Background: an optimization exercise with open tools, aiming at small area, a short achievable clock period and few clock cycles per item. Do not read the settings as production practice.
The RTL was checked by simulation tests, not by an equivalence proof against the original design.

==> run B: inputs <==
==> flow/design.v <==
module b58_encode (
    input  wire         clk,
    input  wire         rst,
    input  wire         in_valid,
    output wire         in_ready,
    input  wire [5:0]   in_len,
    input  wire [255:0] in_data,
    output wire         out_valid,
    input  wire         out_ready,
    output wire [7:0]   out_char,
    output wire         out_last
);
    localparam integer N = 44;           
    localparam integer K = 4;            
    function [7:0] alphabet;
        input [5:0] d;
        begin
            if (d < 6'd9)       alphabet = 8'h31 + {2'b00, d};           
            else if (d < 6'd17) alphabet = 8'h41 + {2'b00, d} - 8'd9;    
            else if (d < 6'd22) alphabet = 8'h4A + {2'b00, d} - 8'd17;   
            else if (d < 6'd33) alphabet = 8'h50 + {2'b00, d} - 8'd22;   
            else if (d < 6'd44) alphabet = 8'h61 + {2'b00, d} - 8'd33;   
            else                alphabet = 8'h6D + {2'b00, d} - 8'd44;   
        end
    endfunction
    reg [6*N-1:0] d;
    reg [6:0]    s;          
    reg [K-1:0]  chunk;      
    reg [K-1:0]  chunk1;     
    reg          vld;        
    reg [5:0]    bz;         
    reg          bzz;        
    reg          bnz;        
    reg          at_last;    
    reg          rdy;        
    reg [6:0]    diff;       
    reg          r1, r2, r3;     
    reg [5:0]    bnd;        
    reg          bf;         
    reg          a_act;      
    reg          silent;     
    reg [5:0]    ones;       
    reg          onesz;      
    reg [5:0]    cnt;        
    reg          cntz;       
    reg          started;    
    reg          pend;       
    reg [5:0]    pz;         
    reg [5:0]    pcnt;       
    reg          ov, sv;
    reg [7:0]    oc, sc;
    reg          ol, sl;
    reg          rdy_o;      
    assign in_ready  = rdy_o;
    assign out_valid = ov;
    assign out_char  = oc;
    assign out_last  = ol;
    wire [5:0]   top   = d[6*(N-1) +: 6];
    wire         space = !sv;
    wire         anyd  = a_act && !cntz;
    wire         skip  = anyd && !silent && !started && (top == 6'd0);
    wire         emitd = anyd && !silent && onesz && !skip && space;
    wire         shift = (silent && !cntz) || skip || emitd;
    wire         emit1 = a_act && !onesz && space;
    wire         emitt = a_act && !silent && cntz && onesz && space;
    wire         pop   = emitt || (silent && cntz);      
    wire         prod  = emit1 || emitd || emitt;
    wire [7:0]   pc    = emit1 ? 8'h31 : emitd ? alphabet(top) : 8'h00;
    wire         pl    = emitt;
    wire         fin   = rdy;                    
    wire         xfer  = fin && (!a_act || (pop && !pend));      
    wire         merge = fin && !xfer;           
    wire         en    = vld && (bf || r2 || (r1 && shift)) && (!at_last || rdy);
    wire [6*N-1:0] dab;
    wire [K-1:0]   dc [0:N];
    wire [6*N-1:0] dlow = {d[6*N-7:0], 6'd0};
    assign dc[0] = chunk;
    genvar gp;
    generate
        for (gp = 0; gp < N; gp = gp + 1) begin : digit
            b58_col u (.v(d[6*gp +: 6]), .ci(dc[gp]), .vp(dlow[6*gp +: 6]), .sel(gp >= bnd),
                       .hold((gp >= bnd) ? !shift : !en),
                       .n(dab[6*gp +: 6]), .co(dc[gp+1]));
        end
    endgenerate
    reg [6*N-1:0] dn;
    integer p;
    always @* begin
        for (p = 0; p < N; p = p + 1) begin
            dn[6*p +: 6] = dab[6*p +: 6];
        end
    end
    wire         lz    = (in_len == 6'd0);
    wire         s0    = (s == 7'd0);
    wire         nz_n  = (s0 ? 1'b0 : bnz) || (chunk != {K{1'b0}});
    wire [5:0]   bz_b  = s0 ? 6'd0 : bz;
    wire         bz_i  = s[0] && !nz_n && !lz;
    wire [5:0]   bz_n  = bz_i ? bz_b + 6'd1 : bz_b;
    wire         onesz_n = xfer ? (!bz_i && (s0 || bzz)) : (pop && pend) ? (pz == 6'd0) :
                           emit1 ? (ones == 6'd1) : onesz;
    wire [6:0]   s_n     = fin ? 7'd0 : en ? s + 7'd1 : s;
    wire         vld_n   = in_valid && !fin;
    wire [5:0]   bnd_s   = shift ? bnd + 6'd1 : bnd;
    wire         bf_n    = !fin && (bf || (shift && bnd == N[5:0] - 6'd1));
    wire         pend_n  = merge || (pend && !pop);
    wire         up      = shift && !en;
    wire         down    = en && !shift;
    wire [6:0]   diff_p, diff_m;
    b58_pm1 u_diff (.x(diff), .p(diff_p), .m(diff_m));
    wire [6:0]   diff_n  = fin ? 7'd0 : up ? diff_p : down ? diff_m : diff;
    wire         r4      = !diff[6] && (diff[5:2] != 4'd0);
    wire         r1_n    = !fin && (up ? !diff[6] : down ? r2 : r1);
    wire         r2_n    = !fin && (up ? r1 : down ? r3 : r2);
    wire         r3_n    = !fin && (up ? r2 : down ? r4 : r3);
    wire [5:0]   hs1     = s[6:1] + 6'd1;
    wire         m       = (hs1 == in_len);
    wire         at_last_n = fin ? lz : en ? (!s[0] && m) : ((s[0] && m) || (lz && s0));
    wire         rdy_n   = vld_n && !pend_n && (bf_n || r2_n) && at_last_n;
    wire [6:0]   s2      = s + 7'd2;
    wire [K-1:0] fetch2  = in_data[K * {s2[5:1], ~s2[0]} +: K];
    wire [K-1:0] chunk_n = en ? chunk1 : s0 ? (lz ? {K{1'b0}} : in_data[7:4]) : chunk;
    wire [K-1:0] chunk1_n = en ? fetch2 : s0 ? in_data[3:0] : chunk1;
    wire [5:0]   ones_n  = xfer ? bz_n : (pop && pend) ? pz : emit1 ? ones - 6'd1 : ones;
    wire         cntz_n  = xfer ? 1'b0 : (pop && pend) ? (pcnt == 6'd0) :
                           (shift && a_act && !cntz) ? (cnt == 6'd1) : cntz;
    wire [5:0]   cnt_n   = xfer ? N[5:0] : (pop && pend) ? pcnt :
                           (shift && a_act && !cntz) ? cnt - 6'd1 : cnt;
    always @(posedge clk) begin
        d       <= dn;
        chunk   <= chunk_n;
        chunk1  <= chunk1_n;
        at_last <= at_last_n;
        if (rst) begin
            s     <= 7'd0;
            vld   <= 1'b0;
            rdy   <= 1'b0;
            rdy_o <= 1'b0;
            diff  <= 7'd0;
            r1    <= 1'b0;
            r2    <= 1'b0;
            r3    <= 1'b0;
            bnd   <= 6'd0;
            bf    <= 1'b0;
            a_act <= 1'b1;
            silent <= 1'b1;
            ones  <= 6'd0;
            onesz <= 1'b1;
            cnt   <= N[5:0];
            cntz  <= 1'b0;
            pend  <= 1'b0;
            ov    <= 1'b0;
            sv    <= 1'b0;
        end else begin
            s     <= s_n;
            vld   <= vld_n;
            rdy   <= rdy_n;
            rdy_o <= at_last_n && (bf_n || r2_n) && (vld_n && !pend_n);   
            diff  <= diff_n;
            r1    <= r1_n;
            r2    <= r2_n;
            r3    <= r3_n;
            if (en) begin
                bnz <= nz_n;
                bz  <= bz_n;
                bzz <= (s0 || bzz) && !bz_i;
            end
            bnd <= fin ? 6'd0 : bnd_s;
            bf  <= bf_n;
            if (xfer) begin
                a_act   <= 1'b1;
                silent  <= 1'b0;
                started <= 1'b0;
            end else if (pop && pend) begin
                silent  <= 1'b0;
                started <= 1'b0;
            end else begin
                if (pop) begin
                    a_act  <= 1'b0;
                    silent <= 1'b0;
                end
                if (emitd) started <= 1'b1;
            end
            ones  <= ones_n;
            onesz <= onesz_n;
            cnt   <= cnt_n;
            cntz  <= cntz_n;
            if (merge) begin
                pz   <= bz_n;
                pcnt <= bnd_s;
            end
            pend <= pend_n;
            if (!ov || out_ready) begin
                if (sv) begin
                    ov <= 1'b1; oc <= sc; ol <= sl;
                    sv <= 1'b0;
                end else begin
                    ov <= prod; oc <= pc; ol <= pl;
                end
            end else if (prod) begin
                sv <= 1'b1; sc <= pc; sl <= pl;
            end
        end
    end
endmodule
module b58_col (
    input  wire [5:0] v,
    input  wire [3:0] ci,
    input  wire [5:0] vp,
    input  wire       sel,
    input  wire       hold,
    output wire [5:0] n,
    output wire [3:0] co
);
    function [6:0] dbl;
        input [5:0] a;
        input       b;
        reg c, x, k2, k3, k4;
        begin
            x  = a[1] | a[0];
            c  = a[5] | (a[4] & a[3] & a[2] & x);
            k2 = x & (a[5] | (a[4] & a[3] & a[2]));
            k3 = k2 & a[2];
            k4 = k3 & a[3];
            dbl = {c, a[4] ^ k4, a[3] ^ k3, a[2] ^ k2, a[1] ^ (c & ~a[0]), a[0] ^ c, b};
        end
    endfunction
    wire [6:0] t3 = dbl(v, ci[3]);
    wire [6:0] t2 = dbl(t3[5:0], ci[2]);
    wire [6:0] t1 = dbl(t2[5:0], ci[1]);
    wire [6:0] t0 = dbl(t1[5:0], ci[0]);
    assign n  = hold ? v : sel ? vp : t0[5:0];
    assign co = {t3[6], t2[6], t1[6], t0[6]};
endmodule
module b58_pm1 (
    input  wire [6:0] x,
    output wire [6:0] p,
    output wire [6:0] m
);
    assign p = x + 7'd1;
    assign m = x - 7'd1;
endmodule
==> flow/flow/run.sh <==
#!/bin/bash
# Layout flow: the standard flow (standard.sh: the standard synthesis
# and the ORFS steps to the final layout), with two changes in how the
# layout is made:
#  - the port buffers that ORFS inserts at placement are buf_1 cells
#    (every port still gets its own buffer);
#  - timing repair aims for extra setup slack (SETUP_SLACK_MARGIN), so that
#    the resizer works on the design's critical paths beyond the period.
# The clock, its period and the I/O constraints are the standard flow's, unchanged.
# Each tool's full output goes to its log under orfs/logs/ (ORFS), and
# make's own output to flow_make.log in this folder.
set -euo pipefail
cd "$(dirname "$0")/.."
bash standard.sh \
  'BUFFER_PORTS_ARGS=-buffer_cell sky130_fd_sc_hd__buf_1' \
  'SETUP_SLACK_MARGIN=7.9' \
  finish > flow_make.log 2>&1
==> flow/standard.sh <==
#!/bin/bash
# synth_recipe.tcl (not shown) runs the flow's synth.tcl, then flattens the netlist and writes it again
# the make line also repeats each setting of config.mk as NAME=value (left out here)
make -C /OpenROAD-flow-scripts/flow DESIGN_CONFIG=/design/flow/config.mk WORK_HOME=/design/flow/orfs CLKGATE_MAP_FILE= SYNTH_SCRIPT=/design/flow/synth_recipe.tcl "${@:-finish}"
==> flow/config.mk <==
export PLATFORM = sky130hd
export DESIGN_NAME = b58_encode
export DESIGN_NICKNAME = b58_encode
export VERILOG_FILES = /design/flow/design.v
export SDC_FILE = /design/flow/constraint.sdc
export NUM_CORES = 4
export LEC_CHECK = 0
export CAP_MARGIN = 20
export CORE_MARGIN = 2
export CORE_UTILIZATION = 40
export CTS_BUF_LIST = sky130_fd_sc_hd__clkbuf_4
export SLEW_MARGIN = 20
export SYNTH_HIERARCHICAL = 1
export SYNTH_MINIMUM_KEEP_SIZE = 0
==> flow/constraint.sdc <==
create_clock -name core_clock -period 12.0 [get_ports {clk}]
set_input_delay 2.4000 -clock core_clock [delete_from_list [all_inputs] [get_ports {clk}]]
set_output_delay 2.4000 -clock core_clock [all_outputs]
set_load 0.01 [all_outputs]
==> run Y: changes against run B <==
==> flow/design.v, changed modules only <==
module b58_encode (
    input  wire         clk,
    input  wire         rst,
    input  wire         in_valid,
    output wire         in_ready,
    input  wire [5:0]   in_len,
    input  wire [255:0] in_data,
    output wire         out_valid,
    input  wire         out_ready,
    output wire [7:0]   out_char,
    output wire         out_last
);
    localparam integer N = 44;           
    localparam integer K = 4;            
    function [7:0] alphabet;
        input [5:0] d;
        begin
            if (d < 6'd9)       alphabet = 8'h31 + {2'b00, d};           
            else if (d < 6'd17) alphabet = 8'h41 + {2'b00, d} - 8'd9;    
            else if (d < 6'd22) alphabet = 8'h4A + {2'b00, d} - 8'd17;   
            else if (d < 6'd33) alphabet = 8'h50 + {2'b00, d} - 8'd22;   
            else if (d < 6'd44) alphabet = 8'h61 + {2'b00, d} - 8'd33;   
            else                alphabet = 8'h6D + {2'b00, d} - 8'd44;   
        end
    endfunction
    function [6:0] dbl;
        input [5:0] v;
        input       ci;
        reg c, x, k2, k3, k4;
        begin
            x  = v[1] | v[0];
            c  = v[5] | (v[4] & v[3] & v[2] & x);
            k2 = x & (v[5] | (v[4] & v[3] & v[2]));
            k3 = k2 & v[2];
            k4 = k3 & v[3];
            dbl = {c, v[4] ^ k4, v[3] ^ k3, v[2] ^ k2, v[1] ^ (c & ~v[0]), v[0] ^ c, ci};
        end
    endfunction
    reg [6*N-1:0] d;
    reg [6:0]    s;          
    reg [K-1:0]  chunk;      
    reg          vld;        
    reg [5:0]    bz;         
    reg          bzz;        
    reg          bnz;        
    reg          at_last;    
    reg          rdy;        
    reg [6:0]    diff;       
    reg          r1, r2, r3;     
    reg [5:0]    fl;         
    reg          flush;      
    reg [5:0]    bnd;        
    reg          bf;         
    reg          a_act;      
    reg [5:0]    ones;       
    reg          onesz;      
    reg [5:0]    cnt;        
    reg          cntz;       
    reg          started;    
    reg          pend;       
    reg [5:0]    pz;         
    reg [5:0]    pcnt;       
    reg          ov, sv;
    reg [7:0]    oc, sc;
    reg          ol, sl;
    assign in_ready  = rdy;
    assign out_valid = ov;
    assign out_char  = oc;
    assign out_last  = ol;
    wire [5:0]   top   = d[6*(N-1) +: 6];
    wire         space = !sv;
    wire         anyd  = a_act && !cntz;
    wire         skip  = anyd && !flush && !started && (top == 6'd0);
    wire         emitd = anyd && !flush && onesz && !skip && space;
    wire         shift = (flush && (!a_act || !cntz)) || skip || emitd;
    wire         emit1 = a_act && !onesz && space;
    wire         emitt = a_act && cntz && onesz && space;
    wire         prod  = emit1 || emitd || emitt;
    wire [7:0]   pc    = emit1 ? 8'h31 : emitd ? alphabet(top) : 8'h00;
    wire         pl    = emitt;
    wire         fin   = rdy;                    
    wire         xfer  = fin && (!a_act || (emitt && !pend));    
    wire         merge = fin && !xfer;           
    wire         en    = vld && (bf || r2 || (r1 && shift)) && (!at_last || rdy);
    reg [6*N-1:0] dab;
    reg [6:0]     t;
    reg           cin;
    integer p, k;
    always @* begin
        dab = d;
        for (k = K - 1; k >= 0; k = k - 1) begin
            cin = chunk[k];
            for (p = 0; p < N; p = p + 1) begin
                t = dbl(dab[6*p +: 6], cin);
                dab[6*p +: 6] = t[5:0];
                cin = t[6];
            end
        end
    end
    reg [6*N-1:0] dn;
    always @* begin
        for (p = 0; p < N; p = p + 1) begin
            if (p >= bnd) begin
                if (shift)
                    dn[6*p +: 6] = (p == 0) ? 6'd0 : d[6*(p-1) +: 6];
                else
                    dn[6*p +: 6] = d[6*p +: 6];
            end else begin
                dn[6*p +: 6] = en ? dab[6*p +: 6] : d[6*p +: 6];
            end
        end
    end
    wire         lz    = (in_len == 6'd0);
    wire         s0    = (s == 7'd0);
    wire         nz_n  = (s0 ? 1'b0 : bnz) || (chunk != {K{1'b0}});
    wire [5:0]   bz_b  = s0 ? 6'd0 : bz;
    wire         bz_i  = s[0] && !nz_n && !lz;
    wire [5:0]   bz_n  = bz_i ? bz_b + 6'd1 : bz_b;
    wire         onesz_n = xfer ? (!bz_i && (s0 || bzz)) : (emitt && pend) ? (pz == 6'd0) :
                           emit1 ? (ones == 6'd1) : onesz;
    wire [6:0]   s_n     = fin ? 7'd0 : en ? s + 7'd1 : s;
    wire         vld_n   = in_valid && !fin;
    wire [5:0]   bnd_s   = shift ? bnd + 6'd1 : bnd;
    wire         bf_n    = !fin && (bf || (shift && bnd == N[5:0] - 6'd1));
    wire         pend_n  = merge || (pend && !emitt);
    wire [6:0]   diff_n  = fin ? 7'd0 : diff + {6'd0, shift} - {6'd0, en};
    wire         up      = shift && !en;
    wire         down    = en && !shift;
    wire         r1_n    = !fin && (up ? !diff[6] : down ? r2 : r1);
    wire         r2_n    = !fin && (up ? r1 : down ? r3 : r2);
    wire         r3_n    = !diff_n[6] && (diff_n[5:2] != 4'd0 || diff_n[1:0] == 2'd3);
    wire [5:0]   hs1     = s[6:1] + 6'd1;
    wire         m       = (hs1 == in_len);
    wire         at_last_n = fin ? lz : en ? (!s[0] && m) : ((s[0] && m) || (lz && s0));
    wire         rdy_n   = vld_n && !pend_n && (bf_n || r2_n) && at_last_n;
    wire [K-1:0] chunk_n = (in_len == 6'd0) ? {K{1'b0}} : in_data[K * {s_n[5:1], ~s_n[0]} +: K];
    wire [5:0]   ones_n  = xfer ? bz_n : (emitt && pend) ? pz : emit1 ? ones - 6'd1 : ones;
    wire [5:0]   cnt_n   = xfer ? N[5:0] : (emitt && pend) ? pcnt :
                           (shift && a_act && !cntz) ? cnt - 6'd1 : cnt;
    always @(posedge clk) begin
        d       <= dn;
        chunk   <= chunk_n;
        at_last <= at_last_n;
        if (rst) begin
            s     <= 7'd0;
            vld   <= 1'b0;
            rdy   <= 1'b0;
            diff  <= 7'd0;
            r1    <= 1'b0;
            r2    <= 1'b0;
            r3    <= 1'b0;
            fl    <= N[5:0];
            flush <= 1'b1;
            bnd   <= 6'd0;
            bf    <= 1'b0;
            a_act <= 1'b0;
            pend  <= 1'b0;
            ov    <= 1'b0;
            sv    <= 1'b0;
        end else begin
            s     <= s_n;
            vld   <= vld_n;
            rdy   <= rdy_n;
            diff  <= diff_n;
            r1    <= r1_n;
            r2    <= r2_n;
            r3    <= r3_n;
            if (en) begin
                bnz <= nz_n;
                bz  <= bz_n;
                bzz <= (bz_n == 6'd0);
            end
            if (flush && shift) begin
                fl    <= fl - 6'd1;
                flush <= (fl != 6'd1);
            end
            bnd <= fin ? 6'd0 : bnd_s;
            bf  <= bf_n;
            if (xfer) begin
                a_act   <= 1'b1;
                started <= 1'b0;
            end else if (emitt && pend) begin
                started <= 1'b0;
            end else begin
                if (emitt) a_act <= 1'b0;
                if (emitd) started <= 1'b1;
            end
            ones  <= ones_n;
            onesz <= onesz_n;
            cnt   <= cnt_n;
            cntz  <= (cnt_n == 6'd0);
            if (merge) begin
                pz   <= bz_n;
                pcnt <= bnd_s;
            end
            pend <= pend_n;
            if (!ov || out_ready) begin
                if (sv) begin
                    ov <= 1'b1; oc <= sc; ol <= sl;
                    sv <= 1'b0;
                end else begin
                    ov <= prod; oc <= pc; ol <= pl;
                end
            end else if (prod) begin
                sv <= 1'b1; sc <= pc; sl <= pl;
            end
        end
    end
endmodule
// module b58_col removed
// module b58_pm1 removed
--- a/flow/flow/run.sh
+++ b/flow/flow/run.sh
@@ -14,4 +14,4 @@
 bash standard.sh \
   'BUFFER_PORTS_ARGS=-buffer_cell sky130_fd_sc_hd__buf_1' \
-  'SETUP_SLACK_MARGIN=7.9' \
+  'SETUP_SLACK_MARGIN=7.3' \
   finish > flow_make.log 2>&1
CTS_BUF_LIST = unset   (was sky130_fd_sc_hd__clkbuf_4)
SYNTH_HIERARCHICAL = unset   (was 1)
SYNTH_MINIMUM_KEEP_SIZE = unset   (was 0)
==> run E: changes against run B <==
--- a/flow/design.v
+++ b/flow/design.v
@@ -51,6 +51,5 @@
     reg [7:0]    oc, sc;
     reg          ol, sl;
-    reg          rdy_o;      
-    assign in_ready  = rdy_o;
+    assign in_ready  = rdy;
     assign out_valid = ov;
     assign out_char  = oc;
@@ -80,5 +79,4 @@
         for (gp = 0; gp < N; gp = gp + 1) begin : digit
             b58_col u (.v(d[6*gp +: 6]), .ci(dc[gp]), .vp(dlow[6*gp +: 6]), .sel(gp >= bnd),
-                       .hold((gp >= bnd) ? !shift : !en),
                        .n(dab[6*gp +: 6]), .co(dc[gp+1]));
         end
@@ -88,5 +86,8 @@
     always @* begin
         for (p = 0; p < N; p = p + 1) begin
-            dn[6*p +: 6] = dab[6*p +: 6];
+            if ((p >= bnd) ? shift : en)
+                dn[6*p +: 6] = dab[6*p +: 6];
+            else
+                dn[6*p +: 6] = d[6*p +: 6];
         end
     end
@@ -135,5 +136,4 @@
             vld   <= 1'b0;
             rdy   <= 1'b0;
-            rdy_o <= 1'b0;
             diff  <= 7'd0;
             r1    <= 1'b0;
@@ -155,5 +155,4 @@
             vld   <= vld_n;
             rdy   <= rdy_n;
-            rdy_o <= at_last_n && (bf_n || r2_n) && (vld_n && !pend_n);   
             diff  <= diff_n;
             r1    <= r1_n;
@@ -208,5 +207,4 @@
     input  wire [5:0] vp,
     input  wire       sel,
-    input  wire       hold,
     output wire [5:0] n,
     output wire [3:0] co
@@ -229,5 +227,5 @@
     wire [6:0] t1 = dbl(t2[5:0], ci[1]);
     wire [6:0] t0 = dbl(t1[5:0], ci[0]);
-    assign n  = hold ? v : sel ? vp : t0[5:0];
+    assign n  = sel ? vp : t0[5:0];
     assign co = {t3[6], t2[6], t1[6], t0[6]};
 endmodule
--- a/flow/flow/run.sh
+++ b/flow/flow/run.sh
@@ -14,4 +14,4 @@
 bash standard.sh \
   'BUFFER_PORTS_ARGS=-buffer_cell sky130_fd_sc_hd__buf_1' \
-  'SETUP_SLACK_MARGIN=7.9' \
+  'SETUP_SLACK_MARGIN=7.6' \
   finish > flow_make.log 2>&1
==> run H: changes against run B <==
--- a/flow/design.v
+++ b/flow/design.v
@@ -51,6 +51,5 @@
     reg [7:0]    oc, sc;
     reg          ol, sl;
-    reg          rdy_o;      
-    assign in_ready  = rdy_o;
+    assign in_ready  = rdy;
     assign out_valid = ov;
     assign out_char  = oc;
@@ -80,5 +79,4 @@
         for (gp = 0; gp < N; gp = gp + 1) begin : digit
             b58_col u (.v(d[6*gp +: 6]), .ci(dc[gp]), .vp(dlow[6*gp +: 6]), .sel(gp >= bnd),
-                       .hold((gp >= bnd) ? !shift : !en),
                        .n(dab[6*gp +: 6]), .co(dc[gp+1]));
         end
@@ -88,5 +86,8 @@
     always @* begin
         for (p = 0; p < N; p = p + 1) begin
-            dn[6*p +: 6] = dab[6*p +: 6];
+            if ((p >= bnd) ? shift : en)
+                dn[6*p +: 6] = dab[6*p +: 6];
+            else
+                dn[6*p +: 6] = d[6*p +: 6];
         end
     end
@@ -106,7 +107,5 @@
     wire         up      = shift && !en;
     wire         down    = en && !shift;
-    wire [6:0]   diff_p, diff_m;
-    b58_pm1 u_diff (.x(diff), .p(diff_p), .m(diff_m));
-    wire [6:0]   diff_n  = fin ? 7'd0 : up ? diff_p : down ? diff_m : diff;
+    wire [6:0]   diff_n  = fin ? 7'd0 : up ? diff + 7'd1 : down ? diff - 7'd1 : diff;
     wire         r4      = !diff[6] && (diff[5:2] != 4'd0);
     wire         r1_n    = !fin && (up ? !diff[6] : down ? r2 : r1);
@@ -135,5 +134,4 @@
             vld   <= 1'b0;
             rdy   <= 1'b0;
-            rdy_o <= 1'b0;
             diff  <= 7'd0;
             r1    <= 1'b0;
@@ -155,5 +153,4 @@
             vld   <= vld_n;
             rdy   <= rdy_n;
-            rdy_o <= at_last_n && (bf_n || r2_n) && (vld_n && !pend_n);   
             diff  <= diff_n;
             r1    <= r1_n;
@@ -208,5 +205,4 @@
     input  wire [5:0] vp,
     input  wire       sel,
-    input  wire       hold,
     output wire [5:0] n,
     output wire [3:0] co
@@ -229,13 +225,5 @@
     wire [6:0] t1 = dbl(t2[5:0], ci[1]);
     wire [6:0] t0 = dbl(t1[5:0], ci[0]);
-    assign n  = hold ? v : sel ? vp : t0[5:0];
+    assign n  = sel ? vp : t0[5:0];
     assign co = {t3[6], t2[6], t1[6], t0[6]};
 endmodule
-module b58_pm1 (
-    input  wire [6:0] x,
-    output wire [6:0] p,
-    output wire [6:0] m
-);
-    assign p = x + 7'd1;
-    assign m = x - 7'd1;
-endmodule
--- a/flow/flow/run.sh
+++ b/flow/flow/run.sh
@@ -14,4 +14,4 @@
 bash standard.sh \
   'BUFFER_PORTS_ARGS=-buffer_cell sky130_fd_sc_hd__buf_1' \
-  'SETUP_SLACK_MARGIN=7.9' \
+  'SETUP_SLACK_MARGIN=7.6' \
   finish > flow_make.log 2>&1
==> impl_metrics.csv <==
group,metric,value,unit
clocking,clock-sinks,357,
run_status,outcome,"no timing/DRC/antenna violations",
setup_path,r2r-start,"d[258]",
hold_path,hp-start,"diff[4]",
setup_path,critPathCaptureType,"flop",
setup_path,cp-endpoint,"diff[6]",
global_route,grt_pass1_wl,127000,um
global_route,use_met2,28.2,%
setup_path,timing.rr.end,"diff[6]",
global_route,grt_max_degree,72,
detailed_routing,met2_length,34600,um
logic_synthesis,synthTopCellsByArea,"edfxtp_1 (28%), ha_1 (21%), xnor2_1 (7.6%)",
place,pre_cts_ws,7000,ps
clocking,clockRootBuffer,"clkbuf_4",
(the above is from run H)
==> impl_metrics.csv <==
group,metric,value,unit
clocking,clock-sinks,359,
global_route,grt_pass1_wl,130000,um
run_status,outcome,"no timing/DRC/antenna violations",
setup_path,cp-endpoint,"d[254]",
global_route,use_met2,30.3,%
setup_path,timing.rr.end,"d[254]",
detailed_routing,met2_length,36300,um
place,pre_cts_ws,7120,ps
setup_path,r2r-start,"d[252]",
(the above is from run Y)
==> impl_metrics.csv <==
group,metric,value,unit
global_route,use_met2,32.2,%
setup_path,cp-endpoint,"d[196]",
global_route,grt_pass1_wl,128000,um
detailed_routing,avgRoutedWirePerCell,16.0,um
setup_path,r2r-start,"d[194]",
global_route,grt_max_degree,69,
run_status,outcome,"no timing/DRC/antenna violations",
clocking,path_clk_slew,70,ps
detailed_routing,met2_length,37700,um
setup_path,critPathCaptureType,"flop",
hold_path,hp-start,"s[6]",
global_route,grt_pass1_vias,25700,
setup_path,timing.rr.end,"d[196]",
clocking,clockRootBuffer,"clkbuf_4",
logic_synthesis,synthTopCellsByArea,"edfxtp_1 (28%), ha_1 (21%), xnor2_1 (7.8%)",
place,port_buffers,276,
sta,final-hold-violation-count,0,
(the above is from run E)
==> impl_metrics.csv <==
group,metric,value,unit
run_status,outcome,"no timing/DRC/antenna violations",
global_route,use_met2,30.3,%
clocking,clock-sinks,358,
hold_path,hp-start,"d[35]",
clocking,clockRootBuffer,"clkbuf_4",
global_route,grt_max_degree,70,
logic_synthesis,synthTopCellsByArea,"ha_1 (21%), dfxtp_1 (19%), o21ai_0 (7.3%)",
setup_path,timing.rr.end,"d[239]",
setup_path,cp-endpoint,"out_char[0]",
detailed_routing,met2_length,36900,um
setup_path,r2r-start,"d[238]",
(the above is from run B)
Testbench counts of run B, summed over its fixed seeds: cycles 10,629, items 192.
Testbench counts of run Y, summed over its fixed seeds: cycles 10,627, items 192.
Testbench counts of run E, summed over its fixed seeds: cycles 10,629, items 192.
Testbench counts of run H, summed over its fixed seeds: cycles 10,629, items 192.

afterwards: timing with drivers on the ports:
The results above use ideal ports. As a check the final layouts listed here were re-extracted and re-timed, cells and wires unchanged.
Step 1: set_driving_cell puts a clkbuf_16 on clk and a buf_2 on each other input, an assumption about the parent block.
Step 2 adds t to the input delays and takes it off the output delays; t is the mean of the earliest and latest rising clock arrival at the registers after step 1. Input paths then give back, and output paths get back, about the clock's delay inside the block.
Three values: ideal, step 1, step 2; two values: the first two.
run | shift t [ns] | setup slack, ns | worst setup path after step 2 | slew at the worst register clock pin (ns) | cell pins on the clock port's net
run B | 0.924 | 8.128 / 8.071 / 7.515 | input to register | 0.08 / 0.08 | 1
run Y | 0.633 | 7.369 / 7.369 / 7.369 | register to register | 0.06 / 0.06 | 1
run E | 0.904 | 7.870 / 7.846 / 7.531 | input to register | 0.07 / 0.07 | 1
run H | 0.873 | 7.751 / 7.751 / 7.570 | input to register | 0.08 / 0.08 | 1
After both steps setup and hold are still met in every run listed. For run B, which loses most, drivers alone change the setup slack by -0.057 ns; drivers and shift together by -0.613 ns.
